This is an optimization exercise on Yosys and OpenROAD, whose aim is small area, a short achievable clock period and few clock cycles, not a production implementation.
The RTL was checked by simulation tests, not by an equivalence proof against the original design.
No activity file was given, so power comes from the tool's default toggle rates.

File: flow/config.mk
export PLATFORM = sky130hd
export DESIGN_NAME = krobots_alu
export DESIGN_NICKNAME = krobots_alu
export VERILOG_FILES = /design/flow/design.v
export SDC_FILE = /design/flow/constraint.sdc
export NUM_CORES = 4
export LEC_CHECK = 0
export CAP_MARGIN = 20
export CORE_MARGIN = 2
export CORE_UTILIZATION = 40
export SLEW_MARGIN = 20
File: flow/constraint.sdc
create_clock -name core_clock -period 42.0 [get_ports {clk}]
set_input_delay 8.4000 -clock core_clock [delete_from_list [all_inputs] [get_ports {clk}]]
set_output_delay 8.4000 -clock core_clock [all_outputs]
set_load 0.01 [all_outputs]
File: flow/design.v
module krobots_alu (
    input  wire        clk,
    input  wire        rst,
    input  wire        in_valid,
    output wire        in_ready,
    input  wire [5:0]  in_op,
    input  wire [15:0] in_a,
    input  wire [15:0] in_b,
    input  wire [15:0] in_flags,
    output reg         out_valid,
    output reg  [15:0] out_result,
    output reg  [1:0]  out_dest,
    output reg         out_taken,
    output reg         out_fault
);
    localparam OP_ADD  = 6'd1,  OP_SUB  = 6'd2,  OP_OR   = 6'd3,  OP_AND  = 6'd4;
    localparam OP_XOR  = 6'd5,  OP_NOT  = 6'd6,  OP_MPY  = 6'd7,  OP_DIV  = 6'd8;
    localparam OP_MOD  = 6'd9,  OP_JMP  = 6'd12, OP_JLS  = 6'd13, OP_JGR  = 6'd14;
    localparam OP_JNE  = 6'd15, OP_JEQ  = 6'd16, OP_DO   = 6'd18, OP_LOOP = 6'd19;
    localparam OP_CMP  = 6'd20, OP_TEST = 6'd21, OP_MOV  = 6'd22, OP_INC  = 6'd33;
    localparam OP_DEC  = 6'd34, OP_SHL  = 6'd35, OP_SHR  = 6'd36, OP_ROL  = 6'd37;
    localparam OP_ROR  = 6'd38, OP_JZ   = 6'd39, OP_JNZ  = 6'd40, OP_JAE  = 6'd41;
    localparam OP_JBE  = 6'd42, OP_SAL  = 6'd43, OP_SAR  = 6'd44, OP_NEG  = 6'd45;
    localparam DEST_NONE = 2'd0, DEST_A = 2'd1, DEST_FLAGS = 2'd2, DEST_CX = 2'd3;
    reg         rdy;
    reg         s_v;
    reg  [5:0]  s_op;
    reg  [15:0] s_a, s_b, s_f;
    reg         dv;         
    reg         fx;         
    reg  [2:0]  dcnt;       
    reg         d_mod;      
    reg         d_neg;      
    reg         d_cd;       
    assign in_ready = rdy;
    wire acc      = in_valid & rdy;
    wire in_isdiv = (in_op[5:1] == 5'b00100);
    wire [5:0] o = s_op;
    wire op_add  = (o == OP_ADD);
    wire op_sub  = (o == OP_SUB);
    wire op_or   = (o == OP_OR);
    wire op_and  = (o == OP_AND);
    wire op_xor  = (o == OP_XOR);
    wire op_not  = (o == OP_NOT);
    wire op_mpy  = (o == OP_MPY);
    wire op_div  = (o[5:1] == 5'b00100);
    wire op_do   = (o == OP_DO);
    wire op_loop = (o == OP_LOOP);
    wire op_cmp  = (o == OP_CMP);
    wire op_test = (o == OP_TEST);
    wire op_mov  = (o == OP_MOV);
    wire op_inc  = (o == OP_INC);
    wire op_dec  = (o == OP_DEC);
    wire op_shl  = (o == OP_SHL) | (o == OP_SAL);
    wire op_shr  = (o == OP_SHR);
    wire op_sar  = (o == OP_SAR);
    wire op_rol  = (o == OP_ROL);
    wire op_ror  = (o == OP_ROR);
    wire op_neg  = (o == OP_NEG);
    wire op_sh   = op_shl | op_shr | op_sar | op_rol | op_ror;
    wire alu   = ~dv & ~fx;                 
    wire setup = alu & s_v & op_div;        
    wire mpy   = alu & op_mpy;
    wire [15:0] m_ra, m_rb;
    mul16lo u_mul (.a(s_a), .b(s_b), .ra(m_ra), .rb(m_rb));
    wire        xinv  = fx | (setup ? s_a[15] : (op_neg | op_not));
    wire        ybsel = alu & ~setup & (op_add | op_sub | op_cmp);
    wire        yinv  = alu & ~setup & (op_sub | op_cmp | op_dec | op_loop);
    wire        cin   = fx | (setup ? s_a[15] : (op_sub | op_cmp | op_inc | op_neg));
    wire [15:0] ax    = (mpy ? m_ra : s_a) ^ {16{xinv & ~mpy}};
    wire [15:0] ay    = mpy ? m_rb : (({16{ybsel}} & s_b) ^ {16{yinv}});
    wire [15:0] sum   = ax + ay + {15'd0, cin & ~mpy};
    wire        sum_z = (sum == 16'd0);
    wire [15:0] a = s_a;
    wire [15:0] b = s_b;
    wire [15:0] a_or  = a | b;
    wire [15:0] a_and = a & b;
    reg  [15:0] lu;
    always @(*) begin
        if (op_or)       lu = a_or;
        else if (op_and) lu = a_and;
        else if (op_xor) lu = a ^ b;
        else if (op_mov) lu = b;
        else             lu = a;
    end
    function [4:0] lzc16(input [15:0] v);
        integer i;
        begin
            lzc16 = 5'd16;
            for (i = 0; i < 16; i = i + 1)
                if (v[i]) lzc16 = 5'd15 - i[4:0];
        end
    endfunction
    wire [4:0]  lza   = lzc16(s_a ^ {16{s_a[15]}});
    wire [4:0]  lzb   = lzc16(s_b ^ {16{s_b[15]}});
    wire [5:0]  dlz   = {1'b0, lzb} - {1'b0, lza} + {5'd0, s_a[15]};
    wire        bzero = (s_b == 16'd0);
    wire        qzero = dlz[5];                            
    wire [2:0]  m     = dlz[4] ? 3'd7 : dlz[3:1];          
    wire [3:0]  c     = s_b[3:0];
    wire        sh_r  = op_shr | op_sar | op_ror;
    wire [3:0]  amt   = setup ? {~m, 1'b0} : (sh_r ? (4'd0 - c) : c);
    wire [15:0] r1s   = amt[0] ? {sum[14:0], sum[15]}   : sum;
    wire [15:0] r2s   = amt[1] ? {r1s[13:0], r1s[15:14]} : r1s;
    wire [15:0] r3s   = amt[2] ? {r2s[11:0], r2s[15:12]} : r2s;
    wire [15:0] rot   = amt[3] ? {r3s[7:0], r3s[15:8]}  : r3s;
    reg  [15:0] thr;                                       
    integer k;
    always @(*)
        for (k = 0; k < 16; k = k + 1)
            thr[k] = (k[3:0] >= amt);
    wire        keep_t  = setup | op_shl | op_rol | op_ror | (c == 4'd0);
    wire        keep_n  = ~setup & ~op_shl;
    wire        fill    = op_sar & s_a[15];
    wire [15:0] sh_out;
    genvar g;
    generate
        for (g = 0; g < 16; g = g + 1) begin : g_sh
            assign sh_out[g] = (thr[g] ? keep_t : keep_n) ? rot[g] : fill;
        end
    endgenerate
    wire [15:0] norm_r = rot & ~thr;                       
    wire [16:0] yd = {1'b1, s_b};
    wire [16:0] t1 = {out_result, s_a[15]};
    wire [17:0] d1 = {1'b0, t1} + {1'b0, yd} + {17'd0, d_cd};
    wire        q1 = d1[17];
    wire [15:0] r1 = q1 ? d1[15:0] : t1[15:0];
    wire [16:0] t2 = {r1, s_a[14]};
    wire [17:0] d2 = {1'b0, t2} + {1'b0, yd} + {17'd0, d_cd};
    wire        q2 = d2[17];
    wire [15:0] r2 = q2 ? d2[15:0] : t2[15:0];
    wire [15:0] xq = {s_a[13:0], q1, q2};
    wire [15:0] dres = d_mod ? r2 : xq;
    wire        last = (dcnt == 3'd0);
    wire cmp_e = sum_z;
    wire cmp_l = (a[15] ^ b[15]) ? a[15] : sum[15];
    wire cmp_g = ~cmp_l & ~cmp_e;
    wire cmp_z = (a_or == 16'd0);
    wire tst_z = (a_and == 16'd0);
    wire tst_e = ((b & ~a) == 16'd0);
    wire [3:0] flg = op_cmp ? {cmp_z, cmp_g, cmp_l, cmp_e} : {tst_z, 2'b00, tst_e};
    wire fl_e = s_f[0];
    wire fl_l = s_f[1];
    wire fl_g = s_f[2];
    wire fl_z = s_f[3];
    reg taken;
    always @(*) begin
        case (o)
            OP_LOOP: taken = ~sum[15] & ~sum_z;
            OP_JMP:  taken = 1'b1;
            OP_JLS:  taken = fl_l;
            OP_JGR:  taken = fl_g;
            OP_JNE:  taken = ~fl_e;
            OP_JEQ:  taken = fl_e;
            OP_JZ:   taken = fl_z;
            OP_JNZ:  taken = ~fl_z;
            OP_JAE:  taken = fl_e | fl_g;
            OP_JBE:  taken = fl_e | fl_l;
            default: taken = 1'b0;
        endcase
    end
    wire use_sum  = op_add | op_sub | op_inc | op_dec | op_neg | op_not | op_loop | op_mpy;
    wire use_lu   = op_or | op_and | op_xor | op_mov | op_do;
    wire use_flg  = op_cmp | op_test;
    wire dest_a   = use_sum & ~op_loop | op_or | op_and | op_xor | op_mov | op_sh;
    wire dest_cx  = op_do | op_loop;
    wire [1:0] dest = use_flg ? DEST_FLAGS : {dest_cx, dest_a | dest_cx};
    wire sel_sum = fx | (alu & ~setup & use_sum);
    reg [15:0] res_o;
    always @(*) begin
        if (dv)           res_o = last ? dres : r2;
        else if (setup)   res_o = bzero ? 16'd0 : (qzero ? (o[0] ? a : 16'd0) : norm_r);
        else if (use_lu)  res_o = lu;
        else if (use_flg) res_o = {s_f[15:4], flg};
        else if (op_sh)   res_o = sh_out;
        else              res_o = 16'd0;
    end
    wire rdy_base = dv ? (last | ((dcnt == 3'd1) & ~d_neg)) :
                    (bzero | qzero | ((m == 3'd0) & ~(o[0] ? s_a[15] : (s_a[15] ^ s_b[15]))));
    always @(posedge clk) begin
        s_op <= in_op;
        s_f  <= in_flags;
        s_a  <= rdy ? in_a : (dv ? ((last & d_neg) ? dres : xq) : sh_out);
        if (rdy)
            s_b <= in_b;
        else if (setup)
            s_b <= s_b ^ {16{~s_b[15]}};
        if (setup) begin
            d_mod <= o[0];
            d_neg <= o[0] ? s_a[15] : (s_a[15] ^ s_b[15]);
            d_cd  <= ~s_b[15];
            dcnt  <= m;
        end else begin
            dcnt  <= dcnt - 3'd1;
        end
        out_result <= sel_sum ? sum : res_o;
        out_taken <= 1'b0;
        out_fault <= 1'b0;
        out_dest  <= DEST_A;
        if (setup) begin
            out_dest   <= bzero ? DEST_NONE : DEST_A;
            out_fault  <= bzero;
        end else if (alu) begin
            out_dest   <= dest;
            out_taken  <= taken;
        end
        rdy <= rst | (rdy ? ~(in_valid & in_isdiv) : rdy_base);
        if (rst) begin
            s_v       <= 1'b0;
            dv        <= 1'b0;
            fx        <= 1'b0;
            out_valid <= 1'b0;
        end else begin
            s_v <= acc;
            fx  <= dv & last & d_neg;
            if (dv) begin
                dv        <= ~last;
                out_valid <= last & ~d_neg;
            end else if (setup) begin
                dv        <= ~bzero & ~qzero;
                out_valid <= bzero | qzero;
            end else begin
                out_valid <= s_v | fx;
            end
        end
    end
endmodule
module mul16lo(input [15:0] a, input [15:0] b, output [15:0] ra, output [15:0] rb);
    wire pp0_0 = a[0] & b[0];
    wire pp0_1 = a[0] & b[1];
    wire pp0_2 = a[0] & b[2];
    wire pp0_3 = a[0] & b[3];
    wire pp0_4 = a[0] & b[4];
    wire pp0_5 = a[0] & b[5];
    wire pp0_6 = a[0] & b[6];
    wire pp0_7 = a[0] & b[7];
    wire pp0_8 = a[0] & b[8];
    wire pp0_9 = a[0] & b[9];
    wire pp0_10 = a[0] & b[10];
    wire pp0_11 = a[0] & b[11];
    wire pp0_12 = a[0] & b[12];
    wire pp0_13 = a[0] & b[13];
    wire pp0_14 = a[0] & b[14];
    wire pp0_15 = a[0] & b[15];
    wire pp1_0 = a[1] & b[0];
    wire pp1_1 = a[1] & b[1];
    wire pp1_2 = a[1] & b[2];
    wire pp1_3 = a[1] & b[3];
    wire pp1_4 = a[1] & b[4];
    wire pp1_5 = a[1] & b[5];
    wire pp1_6 = a[1] & b[6];
    wire pp1_7 = a[1] & b[7];
    wire pp1_8 = a[1] & b[8];
    wire pp1_9 = a[1] & b[9];
    wire pp1_10 = a[1] & b[10];
    wire pp1_11 = a[1] & b[11];
    wire pp1_12 = a[1] & b[12];
    wire pp1_13 = a[1] & b[13];
    wire pp1_14 = a[1] & b[14];
    wire pp2_0 = a[2] & b[0];
    wire pp2_1 = a[2] & b[1];
    wire pp2_2 = a[2] & b[2];
    wire pp2_3 = a[2] & b[3];
    wire pp2_4 = a[2] & b[4];
    wire pp2_5 = a[2] & b[5];
    wire pp2_6 = a[2] & b[6];
    wire pp2_7 = a[2] & b[7];
    wire pp2_8 = a[2] & b[8];
    wire pp2_9 = a[2] & b[9];
    wire pp2_10 = a[2] & b[10];
    wire pp2_11 = a[2] & b[11];
    wire pp2_12 = a[2] & b[12];
    wire pp2_13 = a[2] & b[13];
    wire pp3_0 = a[3] & b[0];
    wire pp3_1 = a[3] & b[1];
    wire pp3_2 = a[3] & b[2];
    wire pp3_3 = a[3] & b[3];
    wire pp3_4 = a[3] & b[4];
    wire pp3_5 = a[3] & b[5];
    wire pp3_6 = a[3] & b[6];
    wire pp3_7 = a[3] & b[7];
    wire pp3_8 = a[3] & b[8];
    wire pp3_9 = a[3] & b[9];
    wire pp3_10 = a[3] & b[10];
    wire pp3_11 = a[3] & b[11];
    wire pp3_12 = a[3] & b[12];
    wire pp4_0 = a[4] & b[0];
    wire pp4_1 = a[4] & b[1];
    wire pp4_2 = a[4] & b[2];
    wire pp4_3 = a[4] & b[3];
    wire pp4_4 = a[4] & b[4];
    wire pp4_5 = a[4] & b[5];
    wire pp4_6 = a[4] & b[6];
    wire pp4_7 = a[4] & b[7];
    wire pp4_8 = a[4] & b[8];
    wire pp4_9 = a[4] & b[9];
    wire pp4_10 = a[4] & b[10];
    wire pp4_11 = a[4] & b[11];
    wire pp5_0 = a[5] & b[0];
    wire pp5_1 = a[5] & b[1];
    wire pp5_2 = a[5] & b[2];
    wire pp5_3 = a[5] & b[3];
    wire pp5_4 = a[5] & b[4];
    wire pp5_5 = a[5] & b[5];
    wire pp5_6 = a[5] & b[6];
    wire pp5_7 = a[5] & b[7];
    wire pp5_8 = a[5] & b[8];
    wire pp5_9 = a[5] & b[9];
    wire pp5_10 = a[5] & b[10];
    wire pp6_0 = a[6] & b[0];
    wire pp6_1 = a[6] & b[1];
    wire pp6_2 = a[6] & b[2];
    wire pp6_3 = a[6] & b[3];
    wire pp6_4 = a[6] & b[4];
    wire pp6_5 = a[6] & b[5];
    wire pp6_6 = a[6] & b[6];
    wire pp6_7 = a[6] & b[7];
    wire pp6_8 = a[6] & b[8];
    wire pp6_9 = a[6] & b[9];
    wire pp7_0 = a[7] & b[0];
    wire pp7_1 = a[7] & b[1];
    wire pp7_2 = a[7] & b[2];
    wire pp7_3 = a[7] & b[3];
    wire pp7_4 = a[7] & b[4];
    wire pp7_5 = a[7] & b[5];
    wire pp7_6 = a[7] & b[6];
    wire pp7_7 = a[7] & b[7];
    wire pp7_8 = a[7] & b[8];
    wire pp8_0 = a[8] & b[0];
    wire pp8_1 = a[8] & b[1];
    wire pp8_2 = a[8] & b[2];
    wire pp8_3 = a[8] & b[3];
    wire pp8_4 = a[8] & b[4];
    wire pp8_5 = a[8] & b[5];
    wire pp8_6 = a[8] & b[6];
    wire pp8_7 = a[8] & b[7];
    wire pp9_0 = a[9] & b[0];
    wire pp9_1 = a[9] & b[1];
    wire pp9_2 = a[9] & b[2];
    wire pp9_3 = a[9] & b[3];
    wire pp9_4 = a[9] & b[4];
    wire pp9_5 = a[9] & b[5];
    wire pp9_6 = a[9] & b[6];
    wire pp10_0 = a[10] & b[0];
    wire pp10_1 = a[10] & b[1];
    wire pp10_2 = a[10] & b[2];
    wire pp10_3 = a[10] & b[3];
    wire pp10_4 = a[10] & b[4];
    wire pp10_5 = a[10] & b[5];
    wire pp11_0 = a[11] & b[0];
    wire pp11_1 = a[11] & b[1];
    wire pp11_2 = a[11] & b[2];
    wire pp11_3 = a[11] & b[3];
    wire pp11_4 = a[11] & b[4];
    wire pp12_0 = a[12] & b[0];
    wire pp12_1 = a[12] & b[1];
    wire pp12_2 = a[12] & b[2];
    wire pp12_3 = a[12] & b[3];
    wire pp13_0 = a[13] & b[0];
    wire pp13_1 = a[13] & b[1];
    wire pp13_2 = a[13] & b[2];
    wire pp14_0 = a[14] & b[0];
    wire pp14_1 = a[14] & b[1];
    wire pp15_0 = a[15] & b[0];
    wire hs0 = pp0_13 ^ pp1_12;
    wire hc0 = pp0_13 & pp1_12;
    wire fs1 = pp0_14 ^ pp1_13 ^ pp2_12;
    wire fc1 = (pp0_14 & pp1_13) | (pp0_14 & pp2_12) | (pp1_13 & pp2_12);
    wire hs2 = pp3_11 ^ pp4_10;
    wire hc2 = pp3_11 & pp4_10;
    wire fs3 = pp0_15 ^ pp1_14 ^ pp2_13;
    wire fc3 = (pp0_15 & pp1_14) | (pp0_15 & pp2_13) | (pp1_14 & pp2_13);
    wire fs4 = pp3_12 ^ pp4_11 ^ pp5_10;
    wire fc4 = (pp3_12 & pp4_11) | (pp3_12 & pp5_10) | (pp4_11 & pp5_10);
    wire hs5 = pp6_9 ^ pp7_8;
    wire hc5 = pp6_9 & pp7_8;
    wire hs6 = pp0_9 ^ pp1_8;
    wire hc6 = pp0_9 & pp1_8;
    wire fs7 = pp0_10 ^ pp1_9 ^ pp2_8;
    wire fc7 = (pp0_10 & pp1_9) | (pp0_10 & pp2_8) | (pp1_9 & pp2_8);
    wire hs8 = pp3_7 ^ pp4_6;
    wire hc8 = pp3_7 & pp4_6;
    wire fs9 = pp0_11 ^ pp1_10 ^ pp2_9;
    wire fc9 = (pp0_11 & pp1_10) | (pp0_11 & pp2_9) | (pp1_10 & pp2_9);
    wire fs10 = pp3_8 ^ pp4_7 ^ pp5_6;
    wire fc10 = (pp3_8 & pp4_7) | (pp3_8 & pp5_6) | (pp4_7 & pp5_6);
    wire hs11 = pp6_5 ^ pp7_4;
    wire hc11 = pp6_5 & pp7_4;
    wire fs12 = pp0_12 ^ pp1_11 ^ pp2_10;
    wire fc12 = (pp0_12 & pp1_11) | (pp0_12 & pp2_10) | (pp1_11 & pp2_10);
    wire fs13 = pp3_9 ^ pp4_8 ^ pp5_7;
    wire fc13 = (pp3_9 & pp4_8) | (pp3_9 & pp5_7) | (pp4_8 & pp5_7);
    wire fs14 = pp6_6 ^ pp7_5 ^ pp8_4;
    wire fc14 = (pp6_6 & pp7_5) | (pp6_6 & pp8_4) | (pp7_5 & pp8_4);
    wire hs15 = pp9_3 ^ pp10_2;
    wire hc15 = pp9_3 & pp10_2;
    wire fs16 = hs0 ^ pp2_11 ^ pp3_10;
    wire fc16 = (hs0 & pp2_11) | (hs0 & pp3_10) | (pp2_11 & pp3_10);
    wire fs17 = pp4_9 ^ pp5_8 ^ pp6_7;
    wire fc17 = (pp4_9 & pp5_8) | (pp4_9 & pp6_7) | (pp5_8 & pp6_7);
    wire fs18 = pp7_6 ^ pp8_5 ^ pp9_4;
    wire fc18 = (pp7_6 & pp8_5) | (pp7_6 & pp9_4) | (pp8_5 & pp9_4);
    wire fs19 = pp10_3 ^ pp11_2 ^ pp12_1;
    wire fc19 = (pp10_3 & pp11_2) | (pp10_3 & pp12_1) | (pp11_2 & pp12_1);
    wire fs20 = fs1 ^ hs2 ^ pp5_9;
    wire fc20 = (fs1 & hs2) | (fs1 & pp5_9) | (hs2 & pp5_9);
    wire fs21 = pp6_8 ^ pp7_7 ^ pp8_6;
    wire fc21 = (pp6_8 & pp7_7) | (pp6_8 & pp8_6) | (pp7_7 & pp8_6);
    wire fs22 = pp9_5 ^ pp10_4 ^ pp11_3;
    wire fc22 = (pp9_5 & pp10_4) | (pp9_5 & pp11_3) | (pp10_4 & pp11_3);
    wire fs23 = pp12_2 ^ pp13_1 ^ pp14_0;
    wire fc23 = (pp12_2 & pp13_1) | (pp12_2 & pp14_0) | (pp13_1 & pp14_0);
    wire fs24 = fs3 ^ fs4 ^ hs5;
    wire fc24 = (fs3 & fs4) | (fs3 & hs5) | (fs4 & hs5);
    wire fs25 = pp8_7 ^ pp9_6 ^ pp10_5;
    wire fc25 = (pp8_7 & pp9_6) | (pp8_7 & pp10_5) | (pp9_6 & pp10_5);
    wire fs26 = pp11_4 ^ pp12_3 ^ pp13_2;
    wire fc26 = (pp11_4 & pp12_3) | (pp11_4 & pp13_2) | (pp12_3 & pp13_2);
    wire fs27 = pp14_1 ^ pp15_0 ^ fc1;
    wire fc27 = (pp14_1 & pp15_0) | (pp14_1 & fc1) | (pp15_0 & fc1);
    wire hs28 = pp0_6 ^ pp1_5;
    wire hc28 = pp0_6 & pp1_5;
    wire fs29 = pp0_7 ^ pp1_6 ^ pp2_5;
    wire fc29 = (pp0_7 & pp1_6) | (pp0_7 & pp2_5) | (pp1_6 & pp2_5);
    wire hs30 = pp3_4 ^ pp4_3;
    wire hc30 = pp3_4 & pp4_3;
    wire fs31 = pp0_8 ^ pp1_7 ^ pp2_6;
    wire fc31 = (pp0_8 & pp1_7) | (pp0_8 & pp2_6) | (pp1_7 & pp2_6);
    wire fs32 = pp3_5 ^ pp4_4 ^ pp5_3;
    wire fc32 = (pp3_5 & pp4_4) | (pp3_5 & pp5_3) | (pp4_4 & pp5_3);
    wire hs33 = pp6_2 ^ pp7_1;
    wire hc33 = pp6_2 & pp7_1;
    wire fs34 = hs6 ^ pp2_7 ^ pp3_6;
    wire fc34 = (hs6 & pp2_7) | (hs6 & pp3_6) | (pp2_7 & pp3_6);
    wire fs35 = pp4_5 ^ pp5_4 ^ pp6_3;
    wire fc35 = (pp4_5 & pp5_4) | (pp4_5 & pp6_3) | (pp5_4 & pp6_3);
    wire fs36 = pp7_2 ^ pp8_1 ^ pp9_0;
    wire fc36 = (pp7_2 & pp8_1) | (pp7_2 & pp9_0) | (pp8_1 & pp9_0);
    wire fs37 = fs7 ^ hs8 ^ pp5_5;
    wire fc37 = (fs7 & hs8) | (fs7 & pp5_5) | (hs8 & pp5_5);
    wire fs38 = pp6_4 ^ pp7_3 ^ pp8_2;
    wire fc38 = (pp6_4 & pp7_3) | (pp6_4 & pp8_2) | (pp7_3 & pp8_2);
    wire fs39 = pp9_1 ^ pp10_0 ^ hc6;
    wire fc39 = (pp9_1 & pp10_0) | (pp9_1 & hc6) | (pp10_0 & hc6);
    wire fs40 = fs9 ^ fs10 ^ hs11;
    wire fc40 = (fs9 & fs10) | (fs9 & hs11) | (fs10 & hs11);
    wire fs41 = pp8_3 ^ pp9_2 ^ pp10_1;
    wire fc41 = (pp8_3 & pp9_2) | (pp8_3 & pp10_1) | (pp9_2 & pp10_1);
    wire fs42 = pp11_0 ^ fc7 ^ hc8;
    wire fc42 = (pp11_0 & fc7) | (pp11_0 & hc8) | (fc7 & hc8);
    wire fs43 = fs12 ^ fs13 ^ fs14;
    wire fc43 = (fs12 & fs13) | (fs12 & fs14) | (fs13 & fs14);
    wire fs44 = hs15 ^ pp11_1 ^ pp12_0;
    wire fc44 = (hs15 & pp11_1) | (hs15 & pp12_0) | (pp11_1 & pp12_0);
    wire fs45 = fc9 ^ fc10 ^ hc11;
    wire fc45 = (fc9 & fc10) | (fc9 & hc11) | (fc10 & hc11);
    wire fs46 = fs16 ^ fs17 ^ fs18;
    wire fc46 = (fs16 & fs17) | (fs16 & fs18) | (fs17 & fs18);
    wire fs47 = fs19 ^ pp13_0 ^ fc12;
    wire fc47 = (fs19 & pp13_0) | (fs19 & fc12) | (pp13_0 & fc12);
    wire fs48 = fc13 ^ fc14 ^ hc15;
    wire fc48 = (fc13 & fc14) | (fc13 & hc15) | (fc14 & hc15);
    wire fs49 = fs20 ^ fs21 ^ fs22;
    wire fc49 = (fs20 & fs21) | (fs20 & fs22) | (fs21 & fs22);
    wire fs50 = fs23 ^ hc0 ^ fc16;
    wire fc50 = (fs23 & hc0) | (fs23 & fc16) | (hc0 & fc16);
    wire fs51 = fc17 ^ fc18 ^ fc19;
    wire fc51 = (fc17 & fc18) | (fc17 & fc19) | (fc18 & fc19);
    wire fs52 = fs24 ^ fs25 ^ fs26;
    wire fc52 = (fs24 & fs25) | (fs24 & fs26) | (fs25 & fs26);
    wire fs53 = fs27 ^ hc2 ^ fc20;
    wire fc53 = (fs27 & hc2) | (fs27 & fc20) | (hc2 & fc20);
    wire fs54 = fc21 ^ fc22 ^ fc23;
    wire fc54 = (fc21 & fc22) | (fc21 & fc23) | (fc22 & fc23);
    wire hs55 = pp0_4 ^ pp1_3;
    wire hc55 = pp0_4 & pp1_3;
    wire fs56 = pp0_5 ^ pp1_4 ^ pp2_3;
    wire fc56 = (pp0_5 & pp1_4) | (pp0_5 & pp2_3) | (pp1_4 & pp2_3);
    wire hs57 = pp3_2 ^ pp4_1;
    wire hc57 = pp3_2 & pp4_1;
    wire fs58 = hs28 ^ pp2_4 ^ pp3_3;
    wire fc58 = (hs28 & pp2_4) | (hs28 & pp3_3) | (pp2_4 & pp3_3);
    wire fs59 = pp4_2 ^ pp5_1 ^ pp6_0;
    wire fc59 = (pp4_2 & pp5_1) | (pp4_2 & pp6_0) | (pp5_1 & pp6_0);
    wire fs60 = fs29 ^ hs30 ^ pp5_2;
    wire fc60 = (fs29 & hs30) | (fs29 & pp5_2) | (hs30 & pp5_2);
    wire fs61 = pp6_1 ^ pp7_0 ^ hc28;
    wire fc61 = (pp6_1 & pp7_0) | (pp6_1 & hc28) | (pp7_0 & hc28);
    wire fs62 = fs31 ^ fs32 ^ hs33;
    wire fc62 = (fs31 & fs32) | (fs31 & hs33) | (fs32 & hs33);
    wire fs63 = pp8_0 ^ fc29 ^ hc30;
    wire fc63 = (pp8_0 & fc29) | (pp8_0 & hc30) | (fc29 & hc30);
    wire fs64 = fs34 ^ fs35 ^ fs36;
    wire fc64 = (fs34 & fs35) | (fs34 & fs36) | (fs35 & fs36);
    wire fs65 = fc31 ^ fc32 ^ hc33;
    wire fc65 = (fc31 & fc32) | (fc31 & hc33) | (fc32 & hc33);
    wire fs66 = fs37 ^ fs38 ^ fs39;
    wire fc66 = (fs37 & fs38) | (fs37 & fs39) | (fs38 & fs39);
    wire fs67 = fc34 ^ fc35 ^ fc36;
    wire fc67 = (fc34 & fc35) | (fc34 & fc36) | (fc35 & fc36);
    wire fs68 = fs40 ^ fs41 ^ fs42;
    wire fc68 = (fs40 & fs41) | (fs40 & fs42) | (fs41 & fs42);
    wire fs69 = fc37 ^ fc38 ^ fc39;
    wire fc69 = (fc37 & fc38) | (fc37 & fc39) | (fc38 & fc39);
    wire fs70 = fs43 ^ fs44 ^ fs45;
    wire fc70 = (fs43 & fs44) | (fs43 & fs45) | (fs44 & fs45);
    wire fs71 = fc40 ^ fc41 ^ fc42;
    wire fc71 = (fc40 & fc41) | (fc40 & fc42) | (fc41 & fc42);
    wire fs72 = fs46 ^ fs47 ^ fs48;
    wire fc72 = (fs46 & fs47) | (fs46 & fs48) | (fs47 & fs48);
    wire fs73 = fc43 ^ fc44 ^ fc45;
    wire fc73 = (fc43 & fc44) | (fc43 & fc45) | (fc44 & fc45);
    wire fs74 = fs49 ^ fs50 ^ fs51;
    wire fc74 = (fs49 & fs50) | (fs49 & fs51) | (fs50 & fs51);
    wire fs75 = fc46 ^ fc47 ^ fc48;
    wire fc75 = (fc46 & fc47) | (fc46 & fc48) | (fc47 & fc48);
    wire fs76 = fs52 ^ fs53 ^ fs54;
    wire fc76 = (fs52 & fs53) | (fs52 & fs54) | (fs53 & fs54);
    wire fs77 = fc49 ^ fc50 ^ fc51;
    wire fc77 = (fc49 & fc50) | (fc49 & fc51) | (fc50 & fc51);
    wire hs78 = pp0_3 ^ pp1_2;
    wire hc78 = pp0_3 & pp1_2;
    wire fs79 = hs55 ^ pp2_2 ^ pp3_1;
    wire fc79 = (hs55 & pp2_2) | (hs55 & pp3_1) | (pp2_2 & pp3_1);
    wire fs80 = fs56 ^ hs57 ^ pp5_0;
    wire fc80 = (fs56 & hs57) | (fs56 & pp5_0) | (hs57 & pp5_0);
    wire fs81 = fs58 ^ fs59 ^ fc56;
    wire fc81 = (fs58 & fs59) | (fs58 & fc56) | (fs59 & fc56);
    wire fs82 = fs60 ^ fs61 ^ fc58;
    wire fc82 = (fs60 & fs61) | (fs60 & fc58) | (fs61 & fc58);
    wire fs83 = fs62 ^ fs63 ^ fc60;
    wire fc83 = (fs62 & fs63) | (fs62 & fc60) | (fs63 & fc60);
    wire fs84 = fs64 ^ fs65 ^ fc62;
    wire fc84 = (fs64 & fs65) | (fs64 & fc62) | (fs65 & fc62);
    wire fs85 = fs66 ^ fs67 ^ fc64;
    wire fc85 = (fs66 & fs67) | (fs66 & fc64) | (fs67 & fc64);
    wire fs86 = fs68 ^ fs69 ^ fc66;
    wire fc86 = (fs68 & fs69) | (fs68 & fc66) | (fs69 & fc66);
    wire fs87 = fs70 ^ fs71 ^ fc68;
    wire fc87 = (fs70 & fs71) | (fs70 & fc68) | (fs71 & fc68);
    wire fs88 = fs72 ^ fs73 ^ fc70;
    wire fc88 = (fs72 & fs73) | (fs72 & fc70) | (fs73 & fc70);
    wire fs89 = fs74 ^ fs75 ^ fc72;
    wire fc89 = (fs74 & fs75) | (fs74 & fc72) | (fs75 & fc72);
    wire fs90 = fs76 ^ fs77 ^ fc74;
    wire fc90 = (fs76 & fs77) | (fs76 & fc74) | (fs77 & fc74);
    wire hs91 = pp0_2 ^ pp1_1;
    wire hc91 = pp0_2 & pp1_1;
    wire fs92 = hs78 ^ pp2_1 ^ pp3_0;
    wire fc92 = (hs78 & pp2_1) | (hs78 & pp3_0) | (pp2_1 & pp3_0);
    wire fs93 = fs79 ^ pp4_0 ^ hc78;
    wire fc93 = (fs79 & pp4_0) | (fs79 & hc78) | (pp4_0 & hc78);
    wire fs94 = fs80 ^ hc55 ^ fc79;
    wire fc94 = (fs80 & hc55) | (fs80 & fc79) | (hc55 & fc79);
    wire fs95 = fs81 ^ hc57 ^ fc80;
    wire fc95 = (fs81 & hc57) | (fs81 & fc80) | (hc57 & fc80);
    wire fs96 = fs82 ^ fc59 ^ fc81;
    wire fc96 = (fs82 & fc59) | (fs82 & fc81) | (fc59 & fc81);
    wire fs97 = fs83 ^ fc61 ^ fc82;
    wire fc97 = (fs83 & fc61) | (fs83 & fc82) | (fc61 & fc82);
    wire fs98 = fs84 ^ fc63 ^ fc83;
    wire fc98 = (fs84 & fc63) | (fs84 & fc83) | (fc63 & fc83);
    wire fs99 = fs85 ^ fc65 ^ fc84;
    wire fc99 = (fs85 & fc65) | (fs85 & fc84) | (fc65 & fc84);
    wire fs100 = fs86 ^ fc67 ^ fc85;
    wire fc100 = (fs86 & fc67) | (fs86 & fc85) | (fc67 & fc85);
    wire fs101 = fs87 ^ fc69 ^ fc86;
    wire fc101 = (fs87 & fc69) | (fs87 & fc86) | (fc69 & fc86);
    wire fs102 = fs88 ^ fc71 ^ fc87;
    wire fc102 = (fs88 & fc71) | (fs88 & fc87) | (fc71 & fc87);
    wire fs103 = fs89 ^ fc73 ^ fc88;
    wire fc103 = (fs89 & fc73) | (fs89 & fc88) | (fc73 & fc88);
    wire fs104 = fs90 ^ fc75 ^ fc89;
    wire fc104 = (fs90 & fc75) | (fs90 & fc89) | (fc75 & fc89);
    assign ra = {fs104, fs103, fs102, fs101, fs100, fs99, fs98, fs97, fs96, fs95, fs94, fs93, fs92, hs91, pp0_1, pp0_0};
    assign rb = {fc103, fc102, fc101, fc100, fc99, fc98, fc97, fc96, fc95, fc94, fc93, fc92, hc91, pp2_0, pp1_0, 1'b0};
endmodule
File: flow/flow/run.sh
#!/bin/bash
# Standard layout, with repair_timing asked to leave setup slack of at least
# MARGIN ns at the design's clock period (so it sizes the critical paths).
set -euo pipefail
MARGIN=32.6
bash standard.sh SETUP_SLACK_MARGIN=$MARGIN finish > standard_make.log 2>&1
File: flow/standard.sh
#!/bin/bash
# synth_recipe.tcl (not shown) runs the flow's synth.tcl, then flattens the netlist and writes it again
# the make line also repeats each setting of config.mk as NAME=value (left out here)
make -C /OpenROAD-flow-scripts/flow DESIGN_CONFIG=/design/flow/config.mk WORK_HOME=/design/flow/orfs CLKGATE_MAP_FILE= SYNTH_SCRIPT=/design/flow/synth_recipe.tcl "${@:-finish}"
==> notes.md, run 1 <==
status -> timing/DRC/antenna clean
number of endpoints with negative hold slack in the final report -> 0
count of endpoints failing setup in the final report -> 0
number of optimization iterations in the first detailed-route pass -> 6
max-slew violations -> 0
leakage power -> 6.82 nW
routed wirelength normalized by instance count -> 25.4 um
TritonCTS clock tree -> done
die extent in y -> 194 um
Crit path largest cell delay -> 360 ps
syn_area_per_cell -> 7.38 um2
Arr. time, crit path -> 970 ps
largest net degree at the start of global routing -> 53
sequential cell area fraction in the yosys report -> 0.131
Die Span X -> 194 um
fin nets -> 2224
via/cell ratio -> 6.43
part of the total power dissipated in sequential elements -> 0.179
cell family with most CP delay -> flip-flops
Critical Path Start Type -> register
clock power share -> 0.171
critical path class -> reg -> out
CTS Root Buffer Type -> sky130_fd_sc_hd__clkbuf_16
leading cell types in the layout, fill and taps excluded -> sky130_fd_sc_hd__nand2_1 (241), sky130_fd_sc_hd__nor2_1 (223), sky130_fd_sc_hd__o21ai_0 (137), sky130_fd_sc_hd__inv_1 (122), sky130_fd_sc_hd__ha_1 (121)
register clock-pin slew on the reported worst setup and hold paths -> 70 ps
Post-Synthesis Cells -> 1949
slew at the pin closest to its max-slew limit -> 1190 ps
RSZ-0062 raised after global routing -> false
DP Wirelength -> 45500 um
clock insertion delay at the later pin of the skew report -> 370 ps
floorplan die area -> 0.0375 mm2
Total Wirelength -> 61700 um
count of flip-flops with a built-in enable after synthesis -> 19
GPL Wtd Cong -> 1.02
post-CTS setup buffers -> 0
IO Count -> 79
number of core rows -> 69
Overall Power -> 0.540 mW
Synth async-reset ratio -> 0
Min Hold Slack -> 489 ps
Hold-fix buffers, CTS -> 0
number of sinks handled by clock tree synthesis -> 85
remaining number of nets flagged by the antenna check after routing -> 0
number of port buffers -> 78
number of levels in the clock H-tree -> 3
total core area -> 0.0355 mm2
final worst-path cycle share -> 0.223
Max Freq -> 107 MHz
Worst Path Buf+Inv -> 1
count of different cell masters after synthesis -> 93
number of global-route vias before repair -> 14900
predominant post-synthesis flop cell -> sky130_fd_sc_hd__dfxtp_1
number of max-cap violations -> 0
post-route minimum period -> 9370 ps
effective utilization at floorplan -> 0.406
power per unit of standard cell area -> 33.9 mW/mm2
setup skew after layout -> 13.6 ps
cell with the biggest individual delay on the critical path -> sky130_fd_sc_hd__dfxtp_2
setup tns final -> 0 ps
overall fraction of global-route tracks in use -> 0.321
critical-path maximum fanout -> 3
critical path, cell by cell -> clkdlybuf4s15_2
number of buffers between clock root and the deepest sink -> 2
remaining global-route overflow -> 0
switching power of the nets -> 0.260 mW
Initial DRC Count -> 2024
switch share -> 0.481
relative slew slack -> 0.201
layout-stage area growth over the synthesis result -> 10.7%
kind of path behind the tightest hold check -> reg -> reg
Max IR drop VDD -> 0.0293 mV
data required time of the worst path -> 33600 ps
Critical Path Sink Type -> output port
initial antenna violation count -> 4
total standard cell area after synthesis -> 0.0144 mm2
global-route wire length before repair -> 92400 um
layout cell share with drive strength beyond 1 -> 0.0722
synthesized flop and latch total -> 85
number of buffers created by CTS -> 9
routed via count -> 15600
# DRC -> 0
Combinational Power Share -> 0.649
most common library cell in the layout ignoring fill and taps -> sky130_fd_sc_hd__nand2_1
Yosys warning total -> 1
Int Power -> 0.280 mW
antenna fix cells -> 0
metal layers:
| metal | wire, um | track usage | up-vias |
|---|---|---|---|
| met4 | 3330 | 0.163 | 8 |
| met5 | 101 | 0 | - |
| met1 | 25300 | 0.434 | 7493 |
| li1 | - | - | 6941 |
| met2 | 25800 | 0.473 | 969 |
| met3 | 7090 | 0.0798 | 205 |
cell families (layout without fill, tap and decap cells):
kind of cell,after synthesis,after routing,share of synthesized area
AOI/OAI and AO/OA,538,538,0.247
DFF,85,85,0.131
adders and majority gates,206,206,0.223
buffers and inverters,263,280,0.0706
muxes,68,68,0.0489
xor gates and xnor gates,88,88,0.0545
and+or+nand+nor,701,701,0.224
path summary, 6_finish.rpt:
| path | startpoint | endpoint | slack (ps) | depth (start not counted) |
|---|---|---|---|---|
| worst max-delay path | out_result[13] | out_result[13] | 32630 | 1 |
| worst min-delay path | dcnt[0] | dcnt[0] | 490 | 1 |
| worst max register to register | s_a[0] | out_result[2] | 34200 | 24 |
| worst min register to register | dcnt[0] | dcnt[0] | 490 | 1 |
registers in the layout (all words and copies together) (netlist names), 2 cells and up:
name	count
out_result	16
s_a	16
s_b	16
s_f	16
s_op	6
dcnt	3
out_dest	2
area by class of cell:
type                       instances  area (um2)
clock buffer                       9         225
clock inverter                     7         103
inverter                         133         499
timing repair buffer             131        1120
tap                              461         577
sequential                        85        1900
multi-input combinational       1601       11500
fill                            3650       19500
stage by stage:
stage	instances	setup slack (ps)	area [um2]	util
2_1_floorplan	1949	32620	14400	-
3_3_place_gp	2411	32080	15600	0.441
3_5_place_dp	2411	32090	15600	0.441
4_1_cts	2427	32510	16000	0.450
5_1_grt	2427	32600	15900	0.449
6_report	2427	32630	15900	0.449
power by group through the flow:
stage / logic, mW / clock network (mW) / registers, mW
6_report: 0.350 / 0.0925 / 0.0968
5_1_grt: 0.377 / 0.0962 / 0.0975
4_1_cts: 0.341 / 0.0933 / 0.0964
3_5_place_dp: 0.338 / 0 / 0.0981
3_3_place_gp: 0.335 / 0 / 0.0980
2_1_floorplan: 0.226 / 0 / 0.0973
cell usage after synthesis, types with 6 or more instances:
| cell type | n | area, um2 |
|---|---|---|
| sky130_fd_sc_hd__mux2_2 | 18 | 203 |
| sky130_fd_sc_hd__a211oi_1 | 26 | 195 |
| sky130_fd_sc_hd__a22oi_1 | 16 | 120 |
| sky130_fd_sc_hd__inv_1 | 122 | 458 |
| sky130_fd_sc_hd__a21oi_1 | 120 | 601 |
| sky130_fd_sc_hd__a31oi_1 | 16 | 100 |
| sky130_fd_sc_hd__nand3_1 | 50 | 250 |
| sky130_fd_sc_hd__a221o_1 | 14 | 140 |
| sky130_fd_sc_hd__o21ai_0 | 137 | 686 |
| sky130_fd_sc_hd__o21a_1 | 18 | 135 |
| sky130_fd_sc_hd__a311oi_1 | 6 | 52.6 |
| sky130_fd_sc_hd__and2_1 | 11 | 68.8 |
| sky130_fd_sc_hd__nor2_1 | 223 | 837 |
| sky130_fd_sc_hd__o31ai_1 | 12 | 90.1 |
| sky130_fd_sc_hd__a221oi_1 | 20 | 175 |
| sky130_fd_sc_hd__o211ai_1 | 22 | 165 |
| sky130_fd_sc_hd__and3_1 | 14 | 87.6 |
| sky130_fd_sc_hd__nor2b_1 | 14 | 87.6 |
| sky130_fd_sc_hd__nor3b_1 | 6 | 45.0 |
| sky130_fd_sc_hd__nor3_1 | 37 | 185 |
| sky130_fd_sc_hd__nand2b_1 | 22 | 138 |
| sky130_fd_sc_hd__edfxtp_1 | 19 | 571 |
| sky130_fd_sc_hd__or3_1 | 10 | 62.6 |
| sky130_fd_sc_hd__nand2_1 | 241 | 905 |
| sky130_fd_sc_hd__clkinv_1 | 7 | 26.3 |
| sky130_fd_sc_hd__nand4_1 | 14 | 87.6 |
| sky130_fd_sc_hd__xnor2_1 | 53 | 464 |
| sky130_fd_sc_hd__fa_1 | 85 | 1700 |
| sky130_fd_sc_hd__o21ai_1 | 9 | 45.0 |
| sky130_fd_sc_hd__o22ai_1 | 16 | 100 |
| sky130_fd_sc_hd__mux2i_1 | 50 | 500 |
| sky130_fd_sc_hd__o22a_1 | 6 | 52.6 |
| sky130_fd_sc_hd__dfxtp_1 | 66 | 1320 |
| sky130_fd_sc_hd__o221ai_1 | 12 | 105 |
| sky130_fd_sc_hd__nor4_1 | 18 | 113 |
| sky130_fd_sc_hd__clkbuf_1 | 106 | 398 |
| sky130_fd_sc_hd__a21o_1 | 16 | 120 |
| sky130_fd_sc_hd__nand3b_1 | 8 | 60.1 |
| sky130_fd_sc_hd__xor2_1 | 34 | 298 |
| sky130_fd_sc_hd__ha_1 | 121 | 1510 |
| sky130_fd_sc_hd__buf_1 | 16 | 60.1 |
what timing repair did:
item,4_1_cts,5_1_grt
gates resized for setup,45,17
pin swaps,0,0
setup endpoints to repair,23,14
Testbench counts, summed over its fixed seeds: cycles 36,227.
==> run 2, diff against run 1 <==
==> flow/run.sh (new file) <==
#!/bin/bash
# synth_recipe.tcl (not shown) runs the flow's synth.tcl, then flattens the netlist and writes it again
# the make line also repeats each setting of config.mk as NAME=value (left out here)
make -C /OpenROAD-flow-scripts/flow DESIGN_CONFIG=/design/flow/config.mk WORK_HOME=/design/flow/orfs CLKGATE_MAP_FILE= SYNTH_SCRIPT=/design/flow/synth_recipe.tcl finish
removed: flow/flow/run.sh
removed: flow/standard.sh
==> run 2 against run 1 <==
Core utilization grew 0.11 points. Die area is the same. Non-clock buffer count is the same. Global-route usage is essentially flat. Worst setup slack lost 400 ps. Largest cell class unchanged. Register-to-register slack gained 30 ps. Flip-flop and latch count is the same. Design area grew 0.25%. Critical endpoint is now out_result[0]. Critical path type unchanged.
==> notes.md, run 2 <==
status -> timing/DRC/antenna clean
number of optimization iterations in the first detailed-route pass -> 8 (+2)
register clock-pin slew on the reported worst setup and hold paths -> 80 ps (about the same)
setup tns final -> 0 ps (unchanged)
antenna fix cells -> 0 (unchanged)
TritonCTS clock tree -> done
number of buffers between clock root and the deepest sink -> 2 (unchanged)
floorplan die area -> 0.0375 mm2 (unchanged)
post-synthesis share of cell area spent on and, or, nand and nor gates -> 0.224 (unchanged)
Max Freq -> 102 MHz (-4.1%)
DP Wirelength -> 45500 um (unchanged)
critical path, cell by cell -> clkdlybuf4s50_1
overall fraction of global-route tracks in use -> 0.321 (about the same)
Worst Path Buf+Inv -> 1 (unchanged)
routed wirelength normalized by instance count -> 25.4 um (about the same)
Yosys warning total -> 1 (unchanged)
layout-stage area growth over the synthesis result -> 11.0%
die extent in y -> 194 um (unchanged)
share of the synthesized netlist area taken by xor and xnor gates -> 0.0545 (unchanged)
top area cells in the synthesized netlist -> sky130_fd_sc_hd__fa_1 (12%), sky130_fd_sc_hd__ha_1 (11%), sky130_fd_sc_hd__dfxtp_1 (9.2%), sky130_fd_sc_hd__nand2_1 (6.3%), sky130_fd_sc_hd__nor2_1 (5.8%)
post-CTS setup buffers -> 0 (unchanged)
count of endpoints failing setup in the final report -> 0 (unchanged)
number of buffers created by CTS -> 9 (unchanged)
critical-path maximum fanout -> 4 (+1)
RSZ-0062 raised after global routing -> false
sequential cell area fraction in the yosys report -> 0.131 (unchanged)
remaining global-route overflow -> 0 (unchanged)
Synth async-reset ratio -> 0 (unchanged)
Die Span X -> 194 um (unchanged)
kind of path behind the tightest hold check -> reg -> reg
largest family of logic cells by synthesized area -> compound AO/OA/AOI/OAI gates
power per unit of standard cell area -> 33.9 mW/mm2 (+0.23%)
count of flip-flops with a built-in enable after synthesis -> 19 (unchanged)
most used standard cells in the synthesized netlist -> sky130_fd_sc_hd__nand2_1 (241), sky130_fd_sc_hd__nor2_1 (223), sky130_fd_sc_hd__o21ai_0 (137)
largest net degree at the start of global routing -> 53 (unchanged)
# DRC -> 0 (unchanged)
cell family with most CP delay -> buffers and inverters
count of placed standard cells in the final layout, fillers left out -> 2427 (unchanged)
library cell with the highest instance count after synthesis -> sky130_fd_sc_hd__nand2_1
data required time of the worst path -> 33600 ps (about the same)
Critical Path Start Type -> register
number of port buffers -> 78 (unchanged)
Synth Area in Adders -> 0.223 (unchanged)
Post-Synthesis Cells -> 1949 (unchanged)
final worst-path cycle share -> 0.232 (+0.00942)
setup skew after layout -> 14.0 ps (+0.345 ps)
syn_area_per_cell -> 7.38 um2 (unchanged)
top-area cell type share of the netlist area -> 0.118 (unchanged)
CTS Root Buffer Type -> sky130_fd_sc_hd__clkbuf_16
initial antenna violation count -> 4 (unchanged)
critical path class -> reg -> out
Crit path largest cell delay -> 580 ps (+220 ps)
leading cell types in the layout, fill and taps excluded -> sky130_fd_sc_hd__nand2_1 (241), sky130_fd_sc_hd__nor2_1 (223), sky130_fd_sc_hd__o21ai_0 (137), sky130_fd_sc_hd__inv_1 (122), sky130_fd_sc_hd__ha_1 (121)
number of core rows -> 69 (unchanged)
most common library cell in the layout ignoring fill and taps -> sky130_fd_sc_hd__nand2_1
critical register-to-register path startpoint -> s_a[0]
Worst Hold Launch -> dcnt[0]
number of endpoints with negative hold slack in the final report -> 0 (unchanged)
layout filler cell count -> 3645 (-0.14%)
Max IR drop VDD -> 0.0291 mV (-0.76%)
IO Count -> 79 (unchanged)
multiplexer share of the synthesized area -> 0.0489 (unchanged)
count of different cell masters after synthesis -> 93 (unchanged)
global-route wire length before repair -> 92400 um (about the same)
relative slew slack -> 0.177 (-0.0240)
Initial DRC Count -> 2057 (+1.6%)
Critical Path Sink Type -> output port
Arr. time, crit path -> 1360 ps (+390 ps)
number of gates given a new drive strength after cts -> 0 (-100%)
Total Wirelength -> 61700 um (about the same)
leakage power -> 6.78 nW (-0.56%)
total standard cell area after synthesis -> 0.0144 mm2 (unchanged)
cell taking the most area after synthesis -> sky130_fd_sc_hd__fa_1
remaining number of nets flagged by the antenna check after routing -> 0 (unchanged)
GPL Wtd Cong -> 1.02 (unchanged)
area fraction in compound gates after synthesis -> 0.247 (unchanged)
post-route minimum period -> 9760 ps (+396 ps)
routed via count -> 15700 (+0.56%)
fin nets -> 2224 (unchanged)
post-placement cell count -> 2411 (unchanged)
Critical path origin -> out_result[0]
slew at the pin closest to its max-slew limit -> 1230 ps (+35.8 ps)
effective utilization at floorplan -> 0.406 (unchanged)
layout cell share with drive strength beyond 1 -> 0.0605 (-0.0117)
clock insertion delay at the later pin of the skew report -> 370 ps (about the same)
synthesized flop and latch total -> 85 (unchanged)
cell with the biggest individual delay on the critical path -> sky130_fd_sc_hd__clkdlybuf4s50_1
max-slew violations -> 0 (unchanged)
number of global-route vias before repair -> 14900 (-0.054%)
predominant post-synthesis flop cell -> sky130_fd_sc_hd__dfxtp_1
number of max-cap violations -> 0 (unchanged)
via/cell ratio -> 6.47 (+0.56%)
number of levels in the clock H-tree -> 3 (unchanged)
number of sinks handled by clock tree synthesis -> 85 (unchanged)
Hold-fix buffers, CTS -> 0 (unchanged)
total core area -> 0.0355 mm2 (unchanged)
run 2: cell counts after synthesis:
No cell type changed its count.
run 2: area by class of cell:
class / count / area (um2) / share of cell area
multi-input combinational: 1601 / 11500 / 0.720
clock buffer: 9 / 225 / 0.0141
sequential: 85 / 1890 / 0.119
inverter: 133 / 499 / 0.0313
clock inverter: 7 / 103 / 0.00642
timing repair buffer: 131 / 1180 / 0.0738
tap: 461 / 577 / 0.0361
run 2: where the power goes:
part	internal (mW)	switching, mW	leakage (nW)
logic	0.138	0.215	5.87
registers	0.0900	0.00660	0.747
clock network	0.0530	0.0395	0.162
total	0.281	0.261	6.78
run 2: path summary, 6_finish.rpt:
path | to | slack, ps | depth (start not counted)
max | out_result[0] | 32240 | 1
min | dcnt[0] | 490 | 1
max reg2reg | out_result[2] | 34230 | 24
min reg2reg | dcnt[0] | 490 | 1
run 2: metal layers:
metal,up-vias,track usage,share of wire
met5,-,0,0.00075
met1,7496,0.434,0.41
li1,6946,-,-
met3,231,0.0798,0.12
met2,1024,0.473,0.41
met4,6,0.163,0.059
run 2: kinds of logic after synthesis:
group           count (synthesis)
compound gates                538
flops                          85
mux                            68
buf+inv                       263
xor+xnor                       88
fa+ha+maj                     206
simple gates                  701
run 2: stage by stage:
stage | hold slack, ps | power, mW | setup WS, ps | util | area, um2
floorplan | 446 | 0.323 | 32620 | - | 14400
detailed placement | 477 | 0.436 | 32090 | 0.441 | 15600
global placement | 466 | 0.433 | 32080 | 0.441 | 15600
finish | 488 | 0.542 | 32240 | 0.450 | 16000
CTS | 486 | 0.532 | 32230 | 0.450 | 16000
global route | 499 | 0.572 | 32190 | 0.450 | 16000
==> run 3, diff against run 2 <==
==> flow/flow/run.sh (new file) <==
#!/bin/bash
# Standard layout, with repair_timing asked to leave setup slack of at least
# MARGIN ns at the design's clock period (so it sizes the critical paths),
# and small plain buffers on the ports.
set -euo pipefail
MARGIN=32.6
bash standard.sh SETUP_SLACK_MARGIN=$MARGIN \
  "BUFFER_PORTS_ARGS=-buffer_cell sky130_fd_sc_hd__buf_1" \
  GPL_TIMING_DRIVEN=0 finish > standard_make.log 2>&1
==> flow/standard.sh (new file) <==
#!/bin/bash
# synth_recipe.tcl (not shown) runs the flow's synth.tcl, then flattens the netlist and writes it again
# the make line also repeats each setting of config.mk as NAME=value (left out here)
make -C /OpenROAD-flow-scripts/flow DESIGN_CONFIG=/design/flow/config.mk WORK_HOME=/design/flow/orfs CLKGATE_MAP_FILE= SYNTH_SCRIPT=/design/flow/synth_recipe.tcl "${@:-finish}"
removed: flow/run.sh
==> run 3 against run 2 <==
Still clean on timing, DRC and antenna. Synthesized cell count did not move. Via count rose by 2.5%. Worst setup slack improved by 400 ps. Count of clock-buffer cells in the layout rose by 1. Core utilization fell by 1.1 points. Register-to-register slack got worse by 1300 ps. Fmax rose by 4.2%. Power rose by 2.0%. Final cell count rose by 3.3%.
==> notes.md, run 3 <==
status -> timing/DRC/antenna clean
initial antenna violation count -> 2 (-2)
die extent in y -> 194 um (unchanged)
total standard cell area after synthesis -> 0.0144 mm2 (unchanged)
critical path class -> reg -> out
register clock-pin slew on the reported worst setup and hold paths -> 70 ps (about the same)
top-area cell type share of the netlist area -> 0.118 (unchanged)
largest net degree at the start of global routing -> 17 (-68%)
fin nets -> 2301 (+3.5%)
# DRC -> 0 (unchanged)
top area cells in the synthesized netlist -> sky130_fd_sc_hd__fa_1 (12%), sky130_fd_sc_hd__ha_1 (11%), sky130_fd_sc_hd__dfxtp_1 (9.2%), sky130_fd_sc_hd__nand2_1 (6.3%), sky130_fd_sc_hd__nor2_1 (5.8%)
number of global-route vias before repair -> 14900 (-0.42%)
floorplan die area -> 0.0375 mm2 (unchanged)
routed via count -> 16100 (+2.5%)
most used standard cells in the synthesized netlist -> sky130_fd_sc_hd__nand2_1 (241), sky130_fd_sc_hd__nor2_1 (223), sky130_fd_sc_hd__o21ai_0 (137)
Total Wirelength -> 71300 um (+15%)
final worst-path cycle share -> 0.223 (-0.00946)
global-route wire length before repair -> 102000 um (+11%)
leakage power -> 6.51 nW (-4.0%)
overall fraction of global-route tracks in use -> 0.368 (+0.0476)
CTS Root Buffer Type -> sky130_fd_sc_hd__clkbuf_16
layout cell share with drive strength beyond 1 -> 0.0352 (-0.0253)
clock insertion delay at the later pin of the skew report -> 370 ps (about the same)
TritonCTS clock tree -> done
Synth async-reset ratio -> 0 (unchanged)
GPL Wtd Cong -> 1.00 (-2.0%)
number of optimization iterations in the first detailed-route pass -> 6 (-2)
post-placement cell count -> 2488 (+3.2%)
Yosys warning total -> 1 (unchanged)
via/cell ratio -> 6.42 (-0.77%)
Worst Path Buf+Inv -> 1 (unchanged)
number of buffers between clock root and the deepest sink -> 2 (unchanged)
setup skew after layout -> 14.6 ps (+0.655 ps)
Setup WS post-layout -> 32640 ps (+397 ps)
Arr. time, crit path -> 960 ps (-400 ps)
Critical Path Sink Type -> output port
Critical Path Start Type -> register
number of levels in the clock H-tree -> 3 (unchanged)
post-route minimum period -> 9360 ps (-397 ps)
remaining number of nets flagged by the antenna check after routing -> 0 (unchanged)
Crit path largest cell delay -> 430 ps (-150 ps)
cell with the biggest individual delay on the critical path -> sky130_fd_sc_hd__dfxtp_1
sequential cell area fraction in the yosys report -> 0.131 (unchanged)
number of buffers created by CTS -> 9 (unchanged)
number of max-cap violations -> 0 (unchanged)
critical path, cell by cell -> buf_1
slew at the pin closest to its max-slew limit -> 1280 ps (+47.0 ps)
setup tns final -> 0 ps (unchanged)
remaining global-route overflow -> 0 (unchanged)
synthesized flop and latch total -> 85 (unchanged)
number of core rows -> 69 (unchanged)
number of endpoints with negative hold slack in the final report -> 0 (unchanged)
pre-CTS WS -> 32440 ps (+343 ps)
kind of path behind the tightest hold check -> reg -> reg
critical-path maximum fanout -> 3 (-1)
post-route standard cell area excluding fillers -> 0.0156 mm2 (-2.5%)
cell taking the most area after synthesis -> sky130_fd_sc_hd__fa_1
DP Wirelength -> 55600 um (+22%)
data required time of the worst path -> 33600 ps (about the same)
routed wirelength normalized by instance count -> 28.4 um (+12%)
count of different cell masters after synthesis -> 93 (unchanged)
predominant post-synthesis flop cell -> sky130_fd_sc_hd__dfxtp_1
power per unit of standard cell area -> 35.5 mW/mm2 (+4.7%)
relative slew slack -> 0.145 (-0.0320)
Max Freq -> 107 MHz (+4.2%)
syn_area_per_cell -> 7.38 um2 (unchanged)
Hold-fix buffers, CTS -> 0 (unchanged)
Max IR drop VDD -> 0.0264 mV (-9.3%)
layout-stage area growth over the synthesis result -> 8.22%
max-slew violations -> 0 (unchanged)
Overall Power -> 0.553 mW (+2.0%)
Initial DRC Count -> 2053 (-0.19%)
most common library cell in the layout ignoring fill and taps -> sky130_fd_sc_hd__nand2_1
number of sinks handled by clock tree synthesis -> 85 (unchanged)
effective utilization at floorplan -> 0.406 (unchanged)
count of flip-flops with a built-in enable after synthesis -> 19 (unchanged)
number of port buffers -> 78 (unchanged)
Post-Synthesis Cells -> 1949 (unchanged)
leading cell types in the layout, fill and taps excluded -> sky130_fd_sc_hd__nand2_1 (241), sky130_fd_sc_hd__nor2_1 (223), sky130_fd_sc_hd__o21ai_0 (137), sky130_fd_sc_hd__inv_1 (122), sky130_fd_sc_hd__ha_1 (121)
cell family with most CP delay -> flip-flops
Placed Instance Area -> 0.0153 mm2 (-2.5%)
count of endpoints failing setup in the final report -> 0 (unchanged)
library cell with the highest instance count after synthesis -> sky130_fd_sc_hd__nand2_1
count of placed standard cells in the final layout, fillers left out -> 2506 (+3.3%)
IO Count -> 79 (unchanged)
Die Span X -> 194 um (unchanged)
RSZ-0062 raised after global routing -> false
total core area -> 0.0355 mm2 (unchanged)
==> run 3: where the power goes <==
part | switching, mW | internal, mW
Clock | 0.0394 | 0.0468
Sequential | 0.00975 | 0.0901
Combinational | 0.232 | 0.135
==> run 3: final timing paths <==
| path | startpoint | to | slack, ps | depth (start not counted) |
|---|---|---|---|---|
| max | out_result[5] | out_result[5] | 32640 | 1 |
| min | dcnt[0] | dcnt[0] | 510 | 1 |
| max reg2reg | s_a[4] | out_result[1] | 32960 | 23 |
| min reg2reg | dcnt[0] | dcnt[0] | 510 | 1 |
==> run 3: metrics by stage <==
stage               hold WS, ps  utilization
finish                      506        0.439
global route                542        0.439
CTS                         507        0.438
detailed placement          497        0.430
global placement            486        0.430
floorplan                   446            -
==> run 3: cells by family after synthesis <==
logic type,synth area share
xor+xnor,0.0545
fa+ha+maj,0.223
compound gates,0.247
mux,0.0489
simple gates,0.224
flops,0.131
buf+inv,0.0706
==> run 3: layout make-up <==
cell class | count | area (um2)
Tap cell | 461 | 577
Timing Repair Buffer | 78 | 293
Buffer | 130 | 520
Multi-Input combinational cell | 1601 | 11500
Clock buffer | 10 | 229
Antenna cell | 2 | 5.00
Inverter | 133 | 499
Sequential cell | 85 | 1890
Clock inverter | 6 | 67.6
Fill cell | 3679 | 19900
==> run 3: timing repair <==
| action | in CTS | in global routing |
|---|---|---|
| buffers inserted | 0 | 0 |
| gates resized for setup | 1 | 6 |
| endpoints found under the setup margin | 1 | 5 |
==> run 3: routing by layer <==
| metal | up-vias | global-route usage | wire length, um |
|---|---|---|---|
| met3 | 190 | 0.0717 | 7800 |
| met5 | - | 0 | 12 |
| met2 | 1122 | 0.549 | 29800 |
| met1 | 7671 | 0.525 | 30500 |
| met4 | 2 | 0.136 | 3120 |
| li1 | 7105 | - | - |
==> run 4, diff against run 3 <==
==> flow/flow/run.sh (replaced) <==
#!/bin/bash
# Standard layout, with repair_timing asked to leave setup slack of at least
# MARGIN ns at the design's clock period (so it sizes the critical paths),
# small plain buffers on the ports, and synthesis's buffers removed before
# placement (repair_design buffers what needs it).
set -euo pipefail
MARGIN=32.6
bash standard.sh SETUP_SLACK_MARGIN=$MARGIN \
  "BUFFER_PORTS_ARGS=-buffer_cell sky130_fd_sc_hd__buf_1" \
  GPL_TIMING_DRIVEN=0 REMOVE_ABC_BUFFERS=1 \
  "CTS_BUF_LIST=sky130_fd_sc_hd__clkbuf_4 sky130_fd_sc_hd__clkbuf_8" finish > standard_make.log 2>&1
==> run 4 against run 3 <==
Still clean. Clock skew up 3.7 ps. Routed wire length fell by 10%. Final cell count fell by 4.3%. Global-route usage shrank 3.2 points. Sequential share of layout area grew 0.28 points. Non-clock buffer count is 107 lower. Sequential power rose by 11%. Register-to-register slack better by 490 ps. Critical path depth increased by 1. Highest routed layer unchanged.
==> notes.md, run 4 <==
worst hold endpoint -> dcnt[0]
die extent in y -> 194 um (unchanged)
number of buffers between clock root and the deepest sink -> 2 (unchanged)
number of core rows -> 69 (unchanged)
count of cells along the worst register-to-register path -> 26 (+13%)
Worst Hold Launch -> dcnt[0]
critical register-to-register path startpoint -> s_a[0]
# DRC -> 0 (unchanged)
Min Hold Slack -> 491 ps (-14.7 ps)
number of global-route vias before repair -> 14800 (-0.40%)
post-route minimum period -> 9430 ps (+70.0 ps)
hold depth -> 1 (unchanged)
post-placement cell count -> 2374 (-4.6%)
kind of path behind the tightest hold check -> reg -> reg
pre-CTS WS -> 32500 ps (+62.2 ps)
Placed Instance Area -> 0.0151 mm2 (-1.3%)
number of levels in the clock H-tree -> 3 (unchanged)
routed wirelength normalized by instance count -> 26.7 um (-6.1%)
area used by multi-input combinational logic -> 0.0116 mm2 (+0.64%)
register clock-pin slew on the reported worst setup and hold paths -> 90 ps (+20 ps)
remaining global-route overflow -> 0 (unchanged)
layout-stage area growth over the synthesis result -> 7.03%
total core area -> 0.0355 mm2 (unchanged)
predominant post-synthesis flop cell -> sky130_fd_sc_hd__dfxtp_1
critical-path maximum fanout -> 2 (-1)
initial antenna violation count -> 1 (-1)
fin nets -> 2194 (-4.7%)
number of endpoints with negative hold slack in the final report -> 0 (unchanged)
sequential cell area fraction in the yosys report -> 0.131 (unchanged)
CTS Root Buffer Type -> sky130_fd_sc_hd__clkbuf_8
effective utilization at floorplan -> 0.406 (unchanged)
Critical Path Sink Type -> output port
synthesized flop and latch total -> 85 (unchanged)
number of optimization iterations in the first detailed-route pass -> 7 (+1)
Arr. time, crit path -> 1030 ps (+70 ps)
cell with the biggest individual delay on the critical path -> sky130_fd_sc_hd__dfxtp_4
top area cells in the synthesized netlist -> sky130_fd_sc_hd__fa_1 (12%), sky130_fd_sc_hd__ha_1 (11%), sky130_fd_sc_hd__dfxtp_1 (9.2%), sky130_fd_sc_hd__nand2_1 (6.3%), sky130_fd_sc_hd__nor2_1 (5.8%)
Max Freq -> 106 MHz (-0.74%)
leakage power -> 6.50 nW (-0.11%)
remaining number of nets flagged by the antenna check after routing -> 0 (unchanged)
TritonCTS clock tree -> done
library cell with the highest instance count after synthesis -> sky130_fd_sc_hd__nand2_1
global-route wire length before repair -> 95000 um (-7.3%)
critical path class -> reg -> out
Overall Power -> 0.503 mW (-9.1%)
sequential cell area -> 0.00192 mm2 (+1.2%)
floorplan die area -> 0.0375 mm2 (unchanged)
count of flip-flops with a built-in enable after synthesis -> 19 (unchanged)
number of sinks handled by clock tree synthesis -> 85 (unchanged)
clock insertion delay at the later pin of the skew report -> 440 ps (+70 ps)
via/cell ratio -> 6.49 (+1.1%)
setup skew after layout -> 18.3 ps (+3.66 ps)
max-slew violations -> 0 (unchanged)
endpoint of the most critical register-to-register path -> out_result[10]
leading cell types in the layout, fill and taps excluded -> sky130_fd_sc_hd__nand2_1 (241), sky130_fd_sc_hd__nor2_1 (217), sky130_fd_sc_hd__o21ai_0 (137), sky130_fd_sc_hd__inv_1 (122), sky130_fd_sc_hd__ha_1 (121)
most common library cell in the layout ignoring fill and taps -> sky130_fd_sc_hd__nand2_1
number of buffers created by CTS -> 9 (unchanged)
routed via count -> 15600 (-3.3%)
Yosys warning total -> 1 (unchanged)
setup tns final -> 0 ps (unchanged)
Setup WS post-layout -> 32570 ps (-70.0 ps)
overall fraction of global-route tracks in use -> 0.337 (-0.0317)
antenna fix cells -> 0 (-2)
Hold-fix buffers, CTS -> 0 (unchanged)
GPL Wtd Cong -> 0.974 (-2.9%)
Critical Path Start Type -> register
IO Count -> 79 (unchanged)
Crit path largest cell delay -> 360 ps (-70 ps)
utilization after layout -> 0.434 (-0.00480)
Synth async-reset ratio -> 0 (unchanged)
DP Wirelength -> 47200 um (-15%)
data required time of the worst path -> 33600 ps (about the same)
RSZ-0062 raised after global routing -> true
critical path, cell by cell -> buf_12, buf_6
Initial DRC Count -> 2079 (+1.3%)
Max IR drop VDD -> 0.0277 mV (+5.0%)
count of different cell masters after synthesis -> 93 (unchanged)
status -> timing/DRC/antenna clean
number of port buffers -> 78 (unchanged)
number of max-cap violations -> 0 (unchanged)
cell taking the most area after synthesis -> sky130_fd_sc_hd__fa_1
total standard cell area after synthesis -> 0.0144 mm2 (unchanged)
top-area cell type share of the netlist area -> 0.118 (unchanged)
post-route standard cell area excluding fillers -> 0.0154 mm2 (-1.1%)
relative slew slack -> 0.212 (+0.0675)
power per unit of standard cell area -> 32.7 mW/mm2 (-8.1%)
Register-to-Register Setup Slack -> 33450 ps (+490 ps)
layout filler cell count -> 3648 (-0.84%)
layout cell share with drive strength beyond 1 -> 0.0640 (+0.0288)
syn_area_per_cell -> 7.38 um2 (unchanged)
Die Span X -> 194 um (unchanged)
count of placed standard cells in the final layout, fillers left out -> 2397 (-4.3%)
count of endpoints failing setup in the final report -> 0 (unchanged)
Total Wirelength -> 64000 um (-10%)
most used standard cells in the synthesized netlist -> sky130_fd_sc_hd__nand2_1 (241), sky130_fd_sc_hd__nor2_1 (223), sky130_fd_sc_hd__o21ai_0 (137)
largest net degree at the start of global routing -> 40 (+23)
slew at the pin closest to its max-slew limit -> 1180 ps (-95.1 ps)
final worst-path cycle share -> 0.225 (+0.00167)
Post-Synthesis Cells -> 1949 (unchanged)
==> run 4: cell counts after synthesis <==
No cell type changed its count.
==> run 4: how the worst max path moves through the flow <==
stage | to | startpoint | cells past startpoint
6_report | in_ready | rdy | 2
5_1_grt | in_ready | rdy | 2
4_1_cts | in_ready | rdy | 2
3_5_place_dp | rdy | in_op[2] | 4
3_3_place_gp | in_ready | rdy | 1
2_1_floorplan | in_ready | rdy | 0
==> run 4: timing repair <==
item / 4_1_cts / 5_1_grt
cloned: 1 / 0
setup endpoints to repair: 12 / 5
setup buffers: 4 / 0
resized for setup: 19 / 4
==> run 4: routing by layer <==
metal / global-route usage / share of wire / vias to the layer above
li1: - / - / 6878
met1: 0.454 / 0.41 / 7471
met2: 0.491 / 0.41 / 1011
met3: 0.0858 / 0.11 / 191
met4: 0.183 / 0.060 / 2
met5: 0 / 0.00017 / -
==> run 4: worst max-delay path, delay by kind of cell, from the launching register on <==
| family | cells | cell delay (ps) |
|---|---|---|
| flip-flops | 1 | 360 |
| buffers and inverters | 2 | 240 |
==> run 4: kinds of logic after synthesis <==
family | synth area share
and+or+nand+nor | 0.224
AOI/OAI and AO/OA | 0.247
buffers and inverters | 0.0706
adders and majority gates | 0.223
xor gates and xnor gates | 0.0545
DFF | 0.131
muxes | 0.0489
==> run 4: final cells by class <==
| type | count | area share |
|---|---|---|
| Multi-Input combinational cell | 1601 | 0.751 |
| Clock inverter | 3 | 0.00268 |
| Inverter | 133 | 0.0324 |
| Sequential cell | 85 | 0.124 |
| Tap cell | 461 | 0.0375 |
| Timing Repair Buffer | 101 | 0.0412 |
| Clock buffer | 13 | 0.0112 |
==> run 4: power breakdown <==
| part | total [mW] | switching [mW] | internal (mW) | leakage (nW) |
|---|---|---|---|---|
| clock network | 0.0684 | 0.0355 | 0.0329 | 0.113 |
| logic | 0.324 | 0.192 | 0.132 | 5.64 |
| registers | 0.111 | 0.0203 | 0.0903 | 0.752 |
